From an optimization exercise on the open Yosys and OpenROAD flow, aimed at small area; shortcuts taken in it are not production practice.
At most, simulation tests tie the RTL to the original design; equivalence was not proved.

==> run a <==
Design crc16_psa, start of the top module:
module crc16_psa (
    input  wire        clk,
    input  wire        rst,
    input  wire        host_req,
    input  wire        host_we,
    input  wire [3:0]  host_idx,
    input  wire [15:0] host_wdata,
    output wire        host_ack,
    output wire [15:0] host_rdata,
    output reg         bus_req,
    output wire [1:0]  bus_cmd,
    output wire [7:0]  bus_wdata,
    input  wire        bus_ack,
    input  wire        bus_err,
    input  wire [7:0]  bus_rdata
);
export LEC_CHECK = 0
export CAP_MARGIN = 20
export CORE_MARGIN = 2
export CORE_UTILIZATION = 60
export SLEW_MARGIN = 20
create_clock -name core_clock -period 10.0 [get_ports {clk}]
standard.sh (not shown) runs the stock make flow with config.mk's settings and CLKGATE_MAP_FILE= SYNTH_SCRIPT=/design/flow/synth_recipe.tcl, a recipe that flattens the netlist after the stock synthesis.
==> flow/flow/run.sh <==
#!/bin/bash
# Standard layout; clock tree synthesis without dummy loads, small leaf buffers.
export CTS_ARGS="-sink_clustering_enable -repair_clock_nets -dont_use_dummy_load -sink_clustering_size 10 -sink_clustering_max_diameter 40 -buf_list {sky130_fd_sc_hd__clkbuf_4 sky130_fd_sc_hd__clkbuf_8}"
bash standard.sh > standard.log 2>&1
==> inputs of run b, as changes to run a <==
--- a/flow/design.v
+++ b/flow/design.v
@@ -105,18 +105,19 @@
     wire s2 = (hs == H_S2);
     wire s3 = (hs == H_S3);
     wire go0      = s0 & host_req & legal;
     wire st_time  = ((op_wr_a | op_st) & p15a) | ((op_wr_p | op_data) & p15p) |
                     ((op_wr_l | op_init | op_crcin | op_buf | op_app) & ph15);
     wire rbad0    = (op_data & ~ptr_ok) | (op_buf & ~len_le64) | (op_app & ~len_le62);
     wire start1   = go0 & st_time & ~rbad0;
     wire       bytemode = host_idx[1] & host_idx[0];      
-    wire [3:0] hsel     = bytemode ? {1'b0, ~cb} : ph;
-    wire       hbit     = host_wdata[hsel];
+    wire [7:0] hrev = {host_wdata[0],host_wdata[1],host_wdata[2],host_wdata[3],host_wdata[4],host_wdata[5],host_wdata[6],host_wdata[7]};
+    wire [7:0] hsel8 = ({8{bytemode}} & hrev) | ({8{~bytemode & hb[0]}} & host_wdata[15:8]) | ({8{~bytemode & ~hb[0]}} & host_wdata[7:0]);
+    wire       hbit  = hsel8[cb];
     reg  cy, z;
     wire ad_x = op_app ? rl[0] : rg[0];
     wire ad_y = op_data ? ph0 : op_app ? (ph == 4'd1) : rl[0];
     wire ad_c = ~ph0 & cy;
     wire ad_s = ad_x ^ ad_y ^ ad_c;
     wire ad_co = (ad_x & ad_y) | (ad_x & ad_c) | (ad_y & ad_c);
     wire sum_bad = ad_co | (ad_s & z);    
     wire st_bad  = sum_bad | ~len_nz | ~len_le64;
@@ -221,35 +222,29 @@
         rb_ring <= {ins_b, rb_ring[511:1]};
         rg <= {ins_g, rg[31:1]};
         rl <= {ins_l, rl[15:1]};
     end
     assign bus_cmd   = q[1:0];
     assign bus_wdata = (q[1:0] == 2'b00) ? {7'h50, q[2]} : wreg;
     wire done  = bus_req & bus_ack;
     always @(posedge clk) begin
-        if (start1 & op_data)
-            q_idx <= {1'b0, vw[5:0]};
-        else if (start1 & op_app)
-            q_idx <= {1'b0, vl[5:0]};
-        else if ((start1 & op_buf) | st_ok)
-            q_idx <= 7'd0;
+        if (start1 | st_ok)
+            q_idx <= {1'b0, ({6{op_data}} & vw[5:0]) | ({6{op_app}} & vl[5:0])};
         else if ((s2 & (op_buf | op_app) & match & cb7) |
                  ((q == Q_WD) & done & ~bus_err) |
                  ((q == Q_RI2) & cb7))
             q_idx <= q_idx + 7'd1;
     end
     wire wsh = bus_ins | ((q == Q_WD) & ~bus_req & match);
     always @(posedge clk) begin
-        if (q == Q_RD & done)
-            wreg <= bus_rdata;
-        else if ((q == Q_AH | q == Q_AL) & ~bus_req)
-            wreg <= rg[7:0];
-        else if (wsh)
-            wreg <= {wreg[6:0], rb_ring[0]};
+        wreg <= ({8{q == Q_RD & done}} & bus_rdata) |
+                ({8{(q == Q_AH | q == Q_AL) & ~bus_req}} & rg[7:0]) |
+                ({8{wsh}} & {wreg[6:0], rb_ring[0]}) |
+                ({8{~(q == Q_RD & done) & ~((q == Q_AH | q == Q_AL) & ~bus_req) & ~wsh}} & wreg);
     end
     wire ah_go = ~seg & cb0 & hb[0];     
     wire al_go = ~seg & ph0;             
     always @(posedge clk) begin
         if (rst) begin
             q       <= Q_T1;
             bus_req <= 1'b0;
             e_bus   <= 1'b0;
==> flow/flow/run.sh (replaced) <==
#!/bin/bash
# The standard layout (standard.sh: standard synthesis, floorplan, place,
# CTS, route), with these options changed:
#  - after floorplan, the combinational logic is re-mapped for area with
#    OpenROAD's restructure (flow/restructure.tcl);
#  - port buffers use the small buf_1 cell;
#  - clock tree synthesis inserts no dummy loads and uses clkbuf_8 leaf
#    clusters of at most 20 sinks.
# Tool output goes to standard.log here and to ORFS's own logs under orfs/logs.
export POST_FLOORPLAN_TCL="$(pwd)/flow/restructure.tcl"
export BUFFER_PORTS_ARGS="-buffer_cell sky130_fd_sc_hd__buf_1"
export CTS_ARGS="-sink_clustering_enable -repair_clock_nets -dont_use_dummy_load -sink_clustering_size 20 -sink_clustering_max_diameter 60 -buf_list sky130_fd_sc_hd__clkbuf_8"
bash standard.sh > standard.log 2>&1
==> flow/flow/restructure.tcl (new file) <==
# Sourced at the end of ORFS floorplan (POST_FLOORPLAN_TCL): re-map the
# combinational logic for area with OpenROAD's restructure (ABC). Registers
# are not touched.
set rs_dir [file join [pwd] rs_work]
file mkdir $rs_dir
restructure -liberty_file [lindex $::env(LIB_FILES) 0] -target area \
  -tielo_port sky130_fd_sc_hd__conb_1/LO -tiehi_port sky130_fd_sc_hd__conb_1/HI \
  -work_dir $rs_dir -abc_logfile [file join $rs_dir abc.log]
report_design_area
CORE_UTILIZATION = 70   (was 60)
==> notes.md <==
- Run a finished with timing, DRC and antenna clean. Run b did not get past floorplan (2_1_floorplan).
- Between run b and run a, the lower synthesized cell count is in run b (gap 3.6%, measured against run a).
- Between run a and run b, the lower area after synthesis is in run b (gap about 2%, measured against run b).
==> figures <==
| metric | run a | run b |
|---|---|---|
| Post-Synthesis Net Count | 1172 | 1131 |
| Status | no timing/DRC/antenna violations | did not finish |
| Stage where the flow stopped | - | floorplan (2_1_floorplan) |
| Yosys synthesis warning count | 1 | 1 |
| Simple-gate area share of the yosys netlist | 7.964% | 7.409% |
| Starting utilization of the core area | 61.01% | 71.27% |
| Post-synthesis mux area share | 1.626% | 2.067% |
| Number of instances in the synthesized netlist | 1131 | 1090 |
| Synth top area share | 75.90% | 78.38% |
| Area share of xor/xnor cells in the synthesized design | 1.768% | 1.858% |
| Width of the die | 166.5 µm | 153.1 µm |
| Sequential share of the synthesized area | 78.74% | 79.74% |
| Post-synthesis instance area | 0.01585 mm² | 0.01555 mm² |
| Die Span Y | 166.5 µm | 153.1 µm |
| # rows | 59 | 54 |
| Syn avg cell area | 14.02 µm² | 14.27 µm² |
| Post-synth EDFFs | 15 | 7 |
| Most common cell in the netlist | sky130_fd_sc_hd__dfxtp_1 | sky130_fd_sc_hd__dfxtp_1 |
| Number of distinct library cells after synthesis | 84 | 72 |
| Adder and majority gate portion of the synthesized area | 0.5998% | 0.6114% |
| Cell taking the most area after synthesis | sky130_fd_sc_hd__dfxtp_1 | sky130_fd_sc_hd__dfxtp_1 |
| Compound-cell area share of the yosys netlist | 7.695% | 6.926% |
| Fraction of synthesis flops using an asynchronous set or reset pin | 0% | 0% |
Function not checked in run a: the RTL went through the layout flow alone.

[static timing again, ports no longer ideal]
The results above use ideal ports. As a check the final layout listed here was re-extracted and re-timed, cells and wires unchanged.
Step 1, drivers: a clkbuf_16 drives clk and a buf_2 each remaining input, both assumed.
Step 2 times the ports against the registers' clock, not the clock port: input delays grow and output delays shrink by t, the midpoint of the rising clock arrivals with the driver on.
Three values: ideal, step 1, step 2; two values: the first two.
run: run a
shift t [ns]: 0.589
slack for setup (ns): 2.765 / 2.740 / 2.740
latest minus earliest clock arrival (ns): 0.075 / 0.074
worst data-port slew with drivers (ns): 0.04
After both steps run a still meets setup and hold. The setup slack of run a moves by -0.025 ns with the drivers and by -0.025 ns with both steps.
